This is an optimization exercise on Yosys and OpenROAD, whose aim is small area, a short achievable clock period and few clock cycles per item, not a production implementation. No activity file was given, so power comes from the tool's default toggle rates.

==> wip/maple <==
==> flow/design.v <==
module tsq_decoder (
    input  wire        clk,
    input  wire        rst,           
    input  wire        start,         
    input  wire        ext,           
    input  wire [22:0] in_size,       
    output wire        idle,
    input  wire        in_valid,
    input  wire [7:0]  in_data,
    output wire        in_ready,
    output wire        mem_re,
    output wire [17:0] mem_raddr,
    input  wire [7:0]  mem_rdata,     
    output wire        mem_we,
    output wire [17:0] mem_waddr,
    output wire [7:0]  mem_wdata,
    output wire        done,          
    output wire [3:0]  status,
    output wire [18:0] out_size
);
    localparam [22:0] OUTPUT_SIZE = 23'd327680;
    localparam [2:0] ST_OK       = 3'd0;
    localparam [2:0] ERR_SIZE    = 3'd2;
    localparam [2:0] ERR_INSIZE  = 3'd3;
    localparam [2:0] ERR_UNDERRUN= 3'd4;
    localparam [2:0] ERR_OFFSET  = 3'd5;
    localparam [2:0] ERR_OVERLAP = 3'd6;
    localparam [2:0] ERR_OVERRUN = 3'd7;
    localparam B_IDLE = 0,
               B_HDR  = 1,    
               B_WAIT = 2,    
               B_GHDR = 3,    
               B_LIT  = 4,    
               B_OFF0 = 5,
               B_OFF1 = 6,
               B_VAL  = 7,    
               B_FIN  = 8,    
               B_DONE = 9;
    localparam [9:0] P_IDLE = 10'd1 << B_IDLE,
                     P_HDR  = 10'd1 << B_HDR,
                     P_WAIT = 10'd1 << B_WAIT,
                     P_GHDR = 10'd1 << B_GHDR,
                     P_LIT  = 10'd1 << B_LIT,
                     P_OFF0 = 10'd1 << B_OFF0,
                     P_OFF1 = 10'd1 << B_OFF1,
                     P_VAL  = 10'd1 << B_VAL,
                     P_FIN  = 10'd1 << B_FIN,
                     P_DONE = 10'd1 << B_DONE;
    localparam [2:0] I_GHDR = 3'd0,
                     I_LIT  = 3'd1,
                     I_REF  = 3'd2,
                     I_FIN  = 3'd3,
                     I_ERR  = 3'd4;
    reg [9:0]  ps;
    reg        okf;            
    reg [4:0]  cnt;            
    reg [2:0]  st;
    reg        r_ext;
    reg        d_en;           
    reg        h_pend;         
    reg [18:0] irem;           
    reg [18:0] orem;           
    reg        orem_z;         
    reg [18:0] pj;             
    reg [17:0] anchor;
    reg [7:0]  ctrl;
    reg [7:0]  sz0, sz1, sz2, sz3;
    reg        ex;             
    reg        par;            
    reg [2:0]  kn;             
    reg        s_c;            
    reg [6:0]  s_len;          
    reg        n_v;
    reg [2:0]  n_kind;
    reg [6:0]  n_len;          
    reg        n_ovr;
    reg [6:0]  r_len;
    reg        r_ovr;
    reg [7:0]  off_lo, off_hi;
    reg        lo_gt, lo_z, lo_lt;
    reg        v_eoff, v_eovl, v_small;
    reg        e_act;
    reg        e_last;
    reg [17:0] e_src;
    reg [6:0]  e_len;          
    reg        rd_pend;        
    reg        we_r;
    reg [7:0]  wdata;
    reg [17:0] wj;
    function [6:0] dec_len(input c, input [3:0] nib, input e);
        dec_len = (!c && e && nib <= 4'd2) ? (7'd32 + {1'b0, nib[1:0], 4'd0})
                                           : ({3'd0, nib} + 7'd1);
    endfunction
    wire       kn_c = ctrl[3'd7 - kn];
    reg  [7:0] kn_szb;
    always @(*) begin
        case (kn[2:1])
        2'd0: kn_szb = sz0;
        2'd1: kn_szb = sz1;
        2'd2: kn_szb = sz2;
        default: kn_szb = sz3;
        endcase
    end
    wire [3:0] kn_nib = kn[0] ? kn_szb[3:0] : kn_szb[7:4];
    reg  lit_rdy;              
    wire rdy      = ps[B_HDR] || ps[B_GHDR] || ps[B_OFF0] ||
                    ps[B_OFF1] || (ps[B_LIT] && lit_rdy);
    wire take     = rdy && in_valid;
    wire lit_take = ps[B_LIT] && lit_rdy && in_valid;
    wire last     = (cnt == 5'd0);
    assign idle      = ps[B_IDLE];
    assign in_ready  = rdy;
    assign mem_re    = e_act;
    assign mem_raddr = e_src;
    assign mem_we    = we_r;
    assign mem_waddr = wj;
    assign mem_wdata = wdata;
    assign done      = ps[B_DONE];
    assign status    = {1'b0, st};
    assign out_size  = okf ? pj : 19'd0;
    wire [15:0] off   = {off_hi, off_lo};
    wire [18:0] diff  = {1'b0, anchor} - {3'd0, off};
    wire v_err   = v_eoff || v_eovl || r_ovr;
    wire v_acc   = v_small ? (!e_act && !rd_pend) : (!e_act || e_last);
    wire v_go    = ps[B_VAL] && !v_err && v_acc;
    wire irem_small = (irem[18:5] == 14'd0);
    wire grp_uf     = irem_small && (irem[4:0] < 5'd5);
    wire lit_uf     = irem_small && (irem[4:0] < s_len[4:0]);
    wire ref_uf     = irem_small && (irem[4:0] < 5'd2);
    wire sym_ovr    = (orem[18:7] == 12'd0) && (orem[6:0] < s_len);
    wire [18:0] idec = ex ? 19'd5 : (s_c ? {12'd0, s_len} : 19'd2);
    wire a_busy  = ps[B_OFF0] || ps[B_OFF1] || (ps[B_VAL] && !v_go);
    wire d_go    = d_en && !n_v && !h_pend && !(!ex && !par && a_busy);
    wire d_sym   = d_go && !ex && !orem_z;
    wire c_end = ps[B_WAIT] || v_go ||
                 ((ps[B_GHDR] || ps[B_LIT] || ps[B_HDR]) && take && last);
    wire kill = ps[B_DONE];
    wire [18:0] orem_nx = orem - {12'd0, s_len};
    always @(posedge clk) begin
        begin
            we_r    <= !kill && (rd_pend || lit_take);
            rd_pend <= !kill && e_act;
            lit_rdy <= !e_act && !v_go;
            wdata   <= rd_pend ? mem_rdata : in_data;
            if (we_r) wj <= wj + 18'd1;
            if (v_go) begin
                e_act  <= 1'b1;
                e_src  <= diff[17:0];
                e_len  <= r_len;
                e_last <= (r_len == 7'd1);
            end else if (e_act) begin
                e_src  <= e_src + 18'd1;
                e_len  <= e_len - 7'd1;
                e_last <= (e_len == 7'd2);
                if (e_last) e_act <= 1'b0;
            end
            if (kill) e_act <= 1'b0;
            if (d_go) begin
                n_v <= 1'b1;
                if (orem_z) begin
                    n_kind <= I_FIN;
                    d_en   <= 1'b0;
                end else if (ex) begin
                    h_pend <= 1'b1;
                    if (grp_uf) begin
                        n_kind <= I_ERR;
                        n_len  <= {4'd0, ERR_UNDERRUN};
                        d_en   <= 1'b0;
                    end else begin
                        n_kind <= I_GHDR;
                    end
                end else if (s_c) begin
                    if (lit_uf || sym_ovr) begin
                        n_kind <= I_ERR;
                        n_len  <= {4'd0, lit_uf ? ERR_UNDERRUN : ERR_OVERRUN};
                        d_en   <= 1'b0;
                    end else begin
                        n_kind <= I_LIT;
                        n_len  <= s_len;
                    end
                end else begin
                    if (ref_uf) begin
                        n_kind <= I_ERR;
                        n_len  <= {4'd0, ERR_UNDERRUN};
                        d_en   <= 1'b0;
                    end else begin
                        n_kind <= I_REF;
                        n_len  <= s_len;
                        n_ovr  <= sym_ovr;
                    end
                end
                irem <= irem - idec;
            end
            if (d_sym) begin
                orem   <= orem_nx;
                orem_z <= (orem_nx == 19'd0);
                pj     <= pj + {12'd0, s_len};
                if (!par) anchor <= pj[17:0];
                par    <= !par;
                kn     <= kn + 3'd1;
                ex     <= (kn == 3'd0);
                s_c    <= kn_c;
                s_len  <= dec_len(kn_c, kn_nib, r_ext);
            end
            if (take) cnt <= cnt - 5'd1;
            case (1'b1)
            ps[B_IDLE]: if (start) begin
                r_ext  <= ext;
                irem   <= in_size[18:0];
                pj     <= 19'd0;
                wj     <= 18'd0;
                ex     <= 1'b1;
                cnt    <= 5'd2;
                d_en   <= 1'b0;
                h_pend <= 1'b0;
                n_v    <= 1'b0;
                if (in_size > OUTPUT_SIZE || in_size < 23'd3) begin
                    st <= ERR_INSIZE; okf <= 1'b0;
                    ps <= P_DONE;
                end else begin
                    ps <= P_HDR;
                end
            end
            ps[B_HDR]: if (take) begin
                case (cnt[1:0])
                2'd2: orem[7:0]  <= in_data;
                2'd1: orem[15:8] <= in_data;
                default: begin
                    orem[18:16] <= in_data[2:0];
                    orem_z <= (in_data[2:0] == 3'd0) && (orem[15:0] == 16'd0);
                    irem   <= irem - 19'd3;
                    d_en   <= 1'b1;
                end
                endcase
            end
            ps[B_GHDR]: if (take) begin
                case (cnt[2:0])
                3'd4: ctrl <= in_data;
                3'd3: begin
                    sz0    <= in_data;
                    ex     <= 1'b0;
                    par    <= 1'b0;
                    kn     <= 3'd1;
                    h_pend <= 1'b0;
                    s_c    <= ctrl[7];
                    s_len  <= dec_len(ctrl[7], in_data[7:4], r_ext);
                end
                3'd2: sz1 <= in_data;
                3'd1: sz2 <= in_data;
                default: sz3 <= in_data;
                endcase
            end
            ps[B_OFF0]: if (take) begin
                off_lo <= in_data;
                lo_gt  <= (in_data > anchor[7:0]);
                lo_z   <= (in_data == 8'd0);
                lo_lt  <= !in_data[7] && (in_data[6:0] < r_len);
                ps     <= P_OFF1;
            end
            ps[B_OFF1]: if (take) begin
                off_hi  <= in_data;
                v_eoff  <= (lo_z && in_data == 8'd0) ||
                           (anchor[17:16] == 2'd0 &&
                            (in_data > anchor[15:8] || (in_data == anchor[15:8] && lo_gt)));
                v_eovl  <= (in_data == 8'd0) && lo_lt;
                v_small <= (in_data == 8'd0) && (off_lo[7:2] == 6'd0);
                ps      <= P_VAL;
            end
            ps[B_VAL]: if (v_err) begin
                st <= v_eoff ? ERR_OFFSET : (v_eovl ? ERR_OVERLAP : ERR_OVERRUN); okf <= 1'b0;
                ps <= P_DONE;
            end
            ps[B_FIN]: if (!e_act) begin
                st <= ST_OK; okf <= 1'b1;
                ps <= P_DONE;
            end
            ps[B_DONE]: ps <= P_IDLE;
            default: ;
            endcase
            if (c_end) begin
                if (!n_v) begin
                    ps <= P_WAIT;
                end else begin
                    n_v <= 1'b0;
                    case (n_kind)
                    I_GHDR: begin ps <= P_GHDR; cnt <= 5'd4; end
                    I_LIT:  begin ps <= P_LIT;  cnt <= n_len[4:0] - 5'd1; end
                    I_REF:  begin ps <= P_OFF0; r_len <= n_len; r_ovr <= n_ovr; end
                    I_FIN:  ps <= P_FIN;
                    default: begin ps <= P_DONE; st <= n_len[2:0]; okf <= 1'b0; end
                    endcase
                end
            end
            if (ps[B_HDR] && take && last &&
                (in_data[7:3] != 5'd0 ||
                 (in_data[2] && (in_data[1:0] != 2'd0 || orem[15:0] != 16'd0)))) begin
                st   <= ERR_SIZE; okf <= 1'b0;
                ps   <= P_DONE;
                d_en <= 1'b0;
            end
        end
        if (rst) begin
            ps      <= P_IDLE;
            e_act   <= 1'b0;
            rd_pend <= 1'b0;
            we_r    <= 1'b0;
        end
    end
endmodule
==> flow/run.sh <==
#!/bin/bash
# synth_recipe.tcl (not shown) runs the flow's synth.tcl, then flattens the netlist and writes it again
# the make line also repeats each setting of config.mk as NAME=value (left out here)
make -C /OpenROAD-flow-scripts/flow DESIGN_CONFIG=/design/flow/config.mk WORK_HOME=/design/flow/orfs CLKGATE_MAP_FILE= SYNTH_SCRIPT=/design/flow/synth_recipe.tcl finish
==> flow/config.mk <==
export PLATFORM = sky130hd
export DESIGN_NAME = tsq_decoder
export DESIGN_NICKNAME = tsq_decoder
export VERILOG_FILES = /design/flow/design.v
export SDC_FILE = /design/flow/constraint.sdc
export NUM_CORES = 4
export LEC_CHECK = 0
export CAP_MARGIN = 20
export CORE_MARGIN = 2
export CORE_UTILIZATION = 40
export SETUP_SLACK_MARGIN = 4.0
export SLEW_MARGIN = 20
==> flow/constraint.sdc <==
create_clock -name core_clock -period 7.5 [get_ports {clk}]
set_input_delay 1.5000 -clock core_clock [delete_from_list [all_inputs] [get_ports {clk}]]
set_output_delay 1.5000 -clock core_clock [all_outputs]
set_load 0.01 [all_outputs]
==> wip/quartz: changes against wip/maple <==
==> flow/design.v, changed modules only <==
module tsq_decoder (
    input  wire        clk,
    input  wire        rst,           
    input  wire        start,         
    input  wire        ext,           
    input  wire [22:0] in_size,       
    output wire        idle,
    input  wire        in_valid,
    input  wire [7:0]  in_data,
    output wire        in_ready,
    output wire        mem_re,
    output wire [17:0] mem_raddr,
    input  wire [7:0]  mem_rdata,     
    output wire        mem_we,
    output wire [17:0] mem_waddr,
    output wire [7:0]  mem_wdata,
    output wire        done,          
    output wire [3:0]  status,
    output wire [18:0] out_size
);
    localparam [22:0] OUTPUT_SIZE = 23'd327680;
    localparam [2:0] ST_OK       = 3'd0;
    localparam [2:0] ERR_SIZE    = 3'd2;
    localparam [2:0] ERR_INSIZE  = 3'd3;
    localparam [2:0] ERR_UNDERRUN= 3'd4;
    localparam [2:0] ERR_OFFSET  = 3'd5;
    localparam [2:0] ERR_OVERLAP = 3'd6;
    localparam [2:0] ERR_OVERRUN = 3'd7;
    localparam B_IDLE = 0,
               B_HDR  = 1,    
               B_WAIT = 2,    
               B_GHDR = 3,    
               B_LIT  = 4,    
               B_OFF0 = 5,
               B_OFF1 = 6,
               B_VAL  = 7,    
               B_FIN  = 8,    
               B_DONE = 9,
               B_CHK  = 10;   
    localparam [10:0] P_IDLE = 11'd1 << B_IDLE,
                      P_CHK  = 11'd1 << B_CHK,
                      P_HDR  = 11'd1 << B_HDR,
                      P_WAIT = 11'd1 << B_WAIT,
                      P_GHDR = 11'd1 << B_GHDR,
                      P_LIT  = 11'd1 << B_LIT,
                      P_OFF0 = 11'd1 << B_OFF0,
                      P_OFF1 = 11'd1 << B_OFF1,
                      P_VAL  = 11'd1 << B_VAL,
                      P_FIN  = 11'd1 << B_FIN,
                      P_DONE = 11'd1 << B_DONE;
    localparam [2:0] I_GHDR = 3'd0,
                     I_LIT  = 3'd1,
                     I_REF  = 3'd2,
                     I_FIN  = 3'd3,
                     I_ERR  = 3'd4;
    reg [10:0] ps;
    reg        r_bad;          
    reg        okf;            
    reg [4:0]  cnt;            
    reg [2:0]  st;
    reg        r_ext;
    reg        d_en;           
    reg        h_pend;         
    reg [18:0] irem;           
    reg [18:0] orem;           
    reg        orem_z;         
    reg [18:0] pj;             
    reg [17:0] anchor;
    reg [7:0]  ctrl;
    reg [7:0]  sz0, sz1, sz2, sz3;
    reg        ex;             
    reg        par;            
    reg [2:0]  kn;             
    reg        s_c;            
    reg [6:0]  s_len;          
    reg        n_v;
    reg [2:0]  n_kind;
    reg [6:0]  n_len;          
    reg        n_ovr;
    reg [6:0]  r_len;
    reg        r_ovr;
    reg [7:0]  off_lo, off_hi;
    reg        lo_gt, lo_z, lo_lt;
    reg        v_eoff, v_eovl, v_small;
    reg        e_act;
    reg        e_last;
    reg [17:0] e_src;
    reg [6:0]  e_len;          
    reg        rd_pend;        
    reg        we_r;
    reg [7:0]  wdata;
    reg [17:0] wj;
    function [6:0] dec_len(input c, input [3:0] nib, input e);
        dec_len = (!c && e && nib <= 4'd2) ? (7'd32 + {1'b0, nib[1:0], 4'd0})
                                           : ({3'd0, nib} + 7'd1);
    endfunction
    wire       kn_c = ctrl[3'd7 - kn];
    reg  [7:0] kn_szb;
    always @(*) begin
        case (kn[2:1])
        2'd0: kn_szb = sz0;
        2'd1: kn_szb = sz1;
        2'd2: kn_szb = sz2;
        default: kn_szb = sz3;
        endcase
    end
    wire [3:0] kn_nib = kn[0] ? kn_szb[3:0] : kn_szb[7:4];
    reg  lit_rdy;              
    reg  rdy;                  
    wire take     = rdy && in_valid;
    wire lit_take = ps[B_LIT] && lit_rdy && in_valid;
    wire last     = (cnt == 5'd0);
    assign idle      = ps[B_IDLE];
    assign in_ready  = rdy;
    assign mem_re    = e_act;
    assign mem_raddr = e_src;
    assign mem_we    = we_r;
    assign mem_waddr = wj;
    assign mem_wdata = wdata;
    assign done      = ps[B_DONE];
    assign status    = {1'b0, st};
    assign out_size  = okf ? pj : 19'd0;
    wire [15:0] off   = {off_hi, off_lo};
    wire [18:0] diff  = {1'b0, anchor} - {3'd0, off};
    wire v_err   = v_eoff || v_eovl || r_ovr;
    wire v_acc   = v_small ? (!e_act && !rd_pend) : (!e_act || e_last);
    wire v_go    = ps[B_VAL] && !v_err && v_acc;
    wire irem_small = (irem[18:5] == 14'd0);
    wire grp_uf     = irem_small && (irem[4:0] < 5'd5);
    wire lit_uf     = irem_small && (irem[4:0] < s_len[4:0]);
    wire ref_uf     = irem_small && (irem[4:0] < 5'd2);
    wire sym_ovr    = (orem[18:7] == 12'd0) && (orem[6:0] < s_len);
    wire [18:0] idec = ex ? 19'd5 : (s_c ? {12'd0, s_len} : 19'd2);
    wire a_busy  = ps[B_OFF0] || ps[B_OFF1] || ps[B_VAL];
    wire d_go    = d_en && !n_v && !h_pend && !(!ex && !par && a_busy);
    wire d_sym   = d_go && !ex && !orem_z;
    wire c_end = ps[B_WAIT] || v_go ||
                 ((ps[B_GHDR] || ps[B_LIT] || ps[B_HDR]) && take && last);
    wire kill = ps[B_DONE];
    wire [18:0] orem_nx = orem - {12'd0, s_len};
    wire size_err = (in_data[7:3] != 5'd0 ||
                     (in_data[2] && (in_data[1:0] != 2'd0 || orem[15:0] != 16'd0)));
    reg [10:0] ps_nx;
    always @(*) begin
        ps_nx = ps;
        case (1'b1)
        ps[B_IDLE]: if (start) ps_nx = P_CHK;
        ps[B_CHK]:  ps_nx = r_bad ? P_DONE : P_HDR;
        ps[B_OFF0]: if (take) ps_nx = P_OFF1;
        ps[B_OFF1]: if (take) ps_nx = P_VAL;
        ps[B_VAL]:  if (v_err) ps_nx = P_DONE;
        ps[B_FIN]:  if (!e_act) ps_nx = P_DONE;
        ps[B_DONE]: ps_nx = P_IDLE;
        default: ;
        endcase
        if (c_end) begin
            if (!n_v) ps_nx = P_WAIT;
            else begin
                case (n_kind)
                I_GHDR:  ps_nx = P_GHDR;
                I_LIT:   ps_nx = P_LIT;
                I_REF:   ps_nx = P_OFF0;
                I_FIN:   ps_nx = P_FIN;
                default: ps_nx = P_DONE;
                endcase
            end
        end
        if (ps[B_HDR] && take && last && size_err) ps_nx = P_DONE;
        if (rst) ps_nx = P_IDLE;
    end
    always @(posedge clk) begin
        begin
            ps      <= ps_nx;
            rdy     <= ps_nx[B_HDR] || ps_nx[B_GHDR] || ps_nx[B_OFF0] || ps_nx[B_OFF1] ||
                       (ps_nx[B_LIT] && !e_act && !v_go);
            we_r    <= !kill && (rd_pend || lit_take);
            rd_pend <= !kill && e_act;
            lit_rdy <= !e_act && !v_go;
            wdata   <= rd_pend ? mem_rdata : in_data;
            if (we_r) wj <= wj + 18'd1;
            if (v_go) begin
                e_act  <= 1'b1;
                e_src  <= diff[17:0];
                e_len  <= r_len;
                e_last <= (r_len == 7'd1);
            end else if (e_act) begin
                e_src  <= e_src + 18'd1;
                e_len  <= e_len - 7'd1;
                e_last <= (e_len == 7'd2);
                if (e_last) e_act <= 1'b0;
            end
            if (kill) e_act <= 1'b0;
            if (d_go) begin
                n_v <= 1'b1;
                if (orem_z) begin
                    n_kind <= I_FIN;
                    d_en   <= 1'b0;
                end else if (ex) begin
                    h_pend <= 1'b1;
                    if (grp_uf) begin
                        n_kind <= I_ERR;
                        n_len  <= {4'd0, ERR_UNDERRUN};
                        d_en   <= 1'b0;
                    end else begin
                        n_kind <= I_GHDR;
                    end
                end else if (s_c) begin
                    if (lit_uf || sym_ovr) begin
                        n_kind <= I_ERR;
                        n_len  <= {4'd0, lit_uf ? ERR_UNDERRUN : ERR_OVERRUN};
                        d_en   <= 1'b0;
                    end else begin
                        n_kind <= I_LIT;
                        n_len  <= s_len;
                    end
                end else begin
                    if (ref_uf) begin
                        n_kind <= I_ERR;
                        n_len  <= {4'd0, ERR_UNDERRUN};
                        d_en   <= 1'b0;
                    end else begin
                        n_kind <= I_REF;
                        n_len  <= s_len;
                        n_ovr  <= sym_ovr;
                    end
                end
                irem <= irem - idec;
            end
            if (d_sym) begin
                orem   <= orem_nx;
                orem_z <= (orem_nx == 19'd0);
                pj     <= pj + {12'd0, s_len};
                if (!par) anchor <= pj[17:0];
                par    <= !par;
                kn     <= kn + 3'd1;
                ex     <= (kn == 3'd0);
                s_c    <= kn_c;
                s_len  <= dec_len(kn_c, kn_nib, r_ext);
            end
            if (take) cnt <= cnt - 5'd1;
            case (1'b1)
            ps[B_IDLE]: begin
                r_ext  <= ext;
                irem   <= in_size[18:0];
                r_bad  <= (in_size > OUTPUT_SIZE || in_size < 23'd3);
                pj     <= 19'd0;
                wj     <= 18'd0;
                ex     <= 1'b1;
                cnt    <= 5'd2;
                d_en   <= 1'b0;
                h_pend <= 1'b0;
                n_v    <= 1'b0;
            end
            ps[B_CHK]: begin
                if (r_bad) begin
                    st <= ERR_INSIZE; okf <= 1'b0;
                end
            end
            ps[B_HDR]: if (take) begin
                case (cnt[1:0])
                2'd2: orem[7:0]  <= in_data;
                2'd1: orem[15:8] <= in_data;
                default: begin
                    orem[18:16] <= in_data[2:0];
                    orem_z <= (in_data[2:0] == 3'd0) && (orem[15:0] == 16'd0);
                    irem   <= irem - 19'd3;
                    d_en   <= 1'b1;
                end
                endcase
            end
            ps[B_GHDR]: if (take) begin
                case (cnt[2:0])
                3'd4: ctrl <= in_data;
                3'd3: begin
                    sz0    <= in_data;
                    ex     <= 1'b0;
                    par    <= 1'b0;
                    kn     <= 3'd1;
                    h_pend <= 1'b0;
                    s_c    <= ctrl[7];
                    s_len  <= dec_len(ctrl[7], in_data[7:4], r_ext);
                end
                3'd2: sz1 <= in_data;
                3'd1: sz2 <= in_data;
                default: sz3 <= in_data;
                endcase
            end
            ps[B_OFF0]: if (take) begin
                off_lo <= in_data;
                lo_gt  <= (in_data > anchor[7:0]);
                lo_z   <= (in_data == 8'd0);
                lo_lt  <= !in_data[7] && (in_data[6:0] < r_len);
            end
            ps[B_OFF1]: if (take) begin
                off_hi  <= in_data;
                v_eoff  <= (lo_z && in_data == 8'd0) ||
                           (anchor[17:16] == 2'd0 &&
                            (in_data > anchor[15:8] || (in_data == anchor[15:8] && lo_gt)));
                v_eovl  <= (in_data == 8'd0) && lo_lt;
                v_small <= (in_data == 8'd0) && (off_lo[7:2] == 6'd0);
            end
            ps[B_VAL]: if (v_err) begin
                st <= v_eoff ? ERR_OFFSET : (v_eovl ? ERR_OVERLAP : ERR_OVERRUN); okf <= 1'b0;
            end
            ps[B_FIN]: if (!e_act) begin
                st <= ST_OK; okf <= 1'b1;
            end
            default: ;
            endcase
            if (c_end) begin
                if (n_v) begin
                    n_v <= 1'b0;
                    case (n_kind)
                    I_GHDR: cnt <= 5'd4;
                    I_LIT:  cnt <= n_len[4:0] - 5'd1;
                    I_REF:  begin r_len <= n_len; r_ovr <= n_ovr; end
                    I_FIN:  ;
                    default: begin st <= n_len[2:0]; okf <= 1'b0; end
                    endcase
                end
            end
            if (ps[B_HDR] && take && last && size_err) begin
                st   <= ERR_SIZE; okf <= 1'b0;
                d_en <= 1'b0;
            end
        end
        if (rst) begin
            e_act   <= 1'b0;
            rd_pend <= 1'b0;
            we_r    <= 1'b0;
        end
    end
endmodule
- ABC_AREA: unset -> 1
- SETUP_SLACK_MARGIN: 4.0 -> 4.6
==> wip/harbor: changes against wip/maple <==
--- a/flow/design.v
+++ b/flow/design.v
@@ -66,7 +66,5 @@
     reg [7:0]  ctrl;
     reg [7:0]  sz0, sz1, sz2, sz3;
-    reg        ex;             
-    reg        par;            
-    reg [2:0]  kn;             
+    reg [3:0]  k;              
     reg        s_c;            
     reg [6:0]  s_len;          
@@ -92,4 +90,5 @@
                                            : ({3'd0, nib} + 7'd1);
     endfunction
+    wire [2:0] kn = k[2:0] + 3'd1;                        
     wire       kn_c = ctrl[3'd7 - kn];
     reg  [7:0] kn_szb;
@@ -103,5 +102,5 @@
     end
     wire [3:0] kn_nib = kn[0] ? kn_szb[3:0] : kn_szb[7:4];
-    reg  lit_rdy;              
+    wire lit_rdy  = !e_act && !rd_pend;
     wire rdy      = ps[B_HDR] || ps[B_GHDR] || ps[B_OFF0] ||
                     ps[B_OFF1] || (ps[B_LIT] && lit_rdy);
@@ -129,8 +128,8 @@
     wire ref_uf     = irem_small && (irem[4:0] < 5'd2);
     wire sym_ovr    = (orem[18:7] == 12'd0) && (orem[6:0] < s_len);
-    wire [18:0] idec = ex ? 19'd5 : (s_c ? {12'd0, s_len} : 19'd2);
+    wire [18:0] idec = k[3] ? 19'd5 : (s_c ? {12'd0, s_len} : 19'd2);
     wire a_busy  = ps[B_OFF0] || ps[B_OFF1] || (ps[B_VAL] && !v_go);
-    wire d_go    = d_en && !n_v && !h_pend && !(!ex && !par && a_busy);
-    wire d_sym   = d_go && !ex && !orem_z;
+    wire d_go    = d_en && !n_v && !h_pend && !(!k[3] && !k[0] && a_busy);
+    wire d_sym   = d_go && !k[3] && !orem_z;
     wire c_end = ps[B_WAIT] || v_go ||
                  ((ps[B_GHDR] || ps[B_LIT] || ps[B_HDR]) && take && last);
@@ -138,8 +137,12 @@
     wire [18:0] orem_nx = orem - {12'd0, s_len};
     always @(posedge clk) begin
-        begin
+        if (rst) begin
+            ps      <= P_IDLE;
+            e_act   <= 1'b0;
+            rd_pend <= 1'b0;
+            we_r    <= 1'b0;
+        end else begin
             we_r    <= !kill && (rd_pend || lit_take);
             rd_pend <= !kill && e_act;
-            lit_rdy <= !e_act && !v_go;
             wdata   <= rd_pend ? mem_rdata : in_data;
             if (we_r) wj <= wj + 18'd1;
@@ -161,5 +164,5 @@
                     n_kind <= I_FIN;
                     d_en   <= 1'b0;
-                end else if (ex) begin
+                end else if (k[3]) begin
                     h_pend <= 1'b1;
                     if (grp_uf) begin
@@ -196,8 +199,6 @@
                 orem_z <= (orem_nx == 19'd0);
                 pj     <= pj + {12'd0, s_len};
-                if (!par) anchor <= pj[17:0];
-                par    <= !par;
-                kn     <= kn + 3'd1;
-                ex     <= (kn == 3'd0);
+                if (!k[0]) anchor <= pj[17:0];
+                k      <= k + 4'd1;
                 s_c    <= kn_c;
                 s_len  <= dec_len(kn_c, kn_nib, r_ext);
@@ -210,5 +211,5 @@
                 pj     <= 19'd0;
                 wj     <= 18'd0;
-                ex     <= 1'b1;
+                k      <= 4'd8;
                 cnt    <= 5'd2;
                 d_en   <= 1'b0;
@@ -239,7 +240,5 @@
                 3'd3: begin
                     sz0    <= in_data;
-                    ex     <= 1'b0;
-                    par    <= 1'b0;
-                    kn     <= 3'd1;
+                    k      <= 4'd0;
                     h_pend <= 1'b0;
                     s_c    <= ctrl[7];
@@ -300,10 +299,4 @@
             end
         end
-        if (rst) begin
-            ps      <= P_IDLE;
-            e_act   <= 1'b0;
-            rd_pend <= 1'b0;
-            we_r    <= 1'b0;
-        end
     end
 endmodule
- SETUP_SLACK_MARGIN: 4.0 -> 4.5
==> run notes <==
metric                                                                 wip/maple                 wip/harbor                wip/quartz
Area used by multi-input combinational logic                       0.007098 mm^2              0.007761 mm^2             0.007461 mm^2
Run status                                                        finished clean             finished clean            finished clean
Power of the clock network                                               1.43 mW                    1.38 mW                   1.63 mW
Die width                                                               189.6 um                   198.7 um                  197.0 um
Origin of the critical flop-to-flop path                                s_len[1]                       k[0]                     ps[0]
Number of well taps                                                          448                        511                       468
Clock Power Share                                                          40.6%                      38.6%                     49.2%
Worst-case hold path end point                                          r_len[5]                   r_len[6]                  r_len[5]
Overall fraction of global-route tracks in use                            20.46%                     21.74%                    22.08%
Clock Latency Late Sink                                                   550 ps                     550 ps                    560 ps
Pin slew with the least headroom to its limit                           956.4 ps                   973.6 ps                  884.7 ps
#FFs+latches synth                                                           249                        247                       252
Max Clock Freq                                                         293.5 MHz                  307.7 MHz                 335.7 MHz
Maximum fanout along the worst path                                            7                          2                         5
Aggregate routed wire length                                            36700 um                   43350 um                  43490 um
Critical path launch point                                                 ps[1]                        okf                       okf
DR WL/cell                                                              18.11 um                   19.49 um                  16.73 um
Combinational power                                                     0.522 mW                   0.556 mW                  0.209 mW
Max stage delay cell, worst path                sky130_fd_sc_hd__clkdlybuf4s50_1  sky130_fd_sc_hd__edfxtp_1  sky130_fd_sc_hd__dfxtp_4
No run of this note included a check of the RTL's function; only the layout flow was run.

==> static timing again, ports no longer ideal <==
In the flow no input, the clock included, has a driving cell. The finished layouts below were timed again as built, in two steps.
Step 1 (the two cells are an assumption about what drives the block):
set clk [get_ports {clk}]
set_driving_cell -lib_cell sky130_fd_sc_hd__clkbuf_16 $clk
set_driving_cell -lib_cell sky130_fd_sc_hd__buf_2 [delete_from_list [all_inputs] $clk]
Step 2 also shifts input and output timing later by t, the mid clock arrival at the registers, as if the neighbouring blocks saw the same clock.
Slacks: ideal / step 1 / step 2; pairs: ideal / step 1.
| run | t (ns) | slack for setup (ns) | hold slack, ns | worst data-port slew with drivers (ns) |
|---|---|---|---|---|
| wip/maple | 0.588 | 4.093 / 4.043 / 3.573 | 0.420 / 0.420 / 0.420 | 0.04 |
| wip/quartz | 0.600 | 4.522 / 4.470 / 4.093 | 0.449 / 0.449 / 0.449 | 0.05 |
| wip/harbor | 0.595 | 4.250 / 4.199 / 3.913 | 0.497 / 0.497 / 0.497 | 0.06 |
After both steps setup and hold are still met in every run listed. For wip/maple, which loses most, drivers alone change the setup slack by -0.050 ns; drivers and shift together by -0.520 ns.
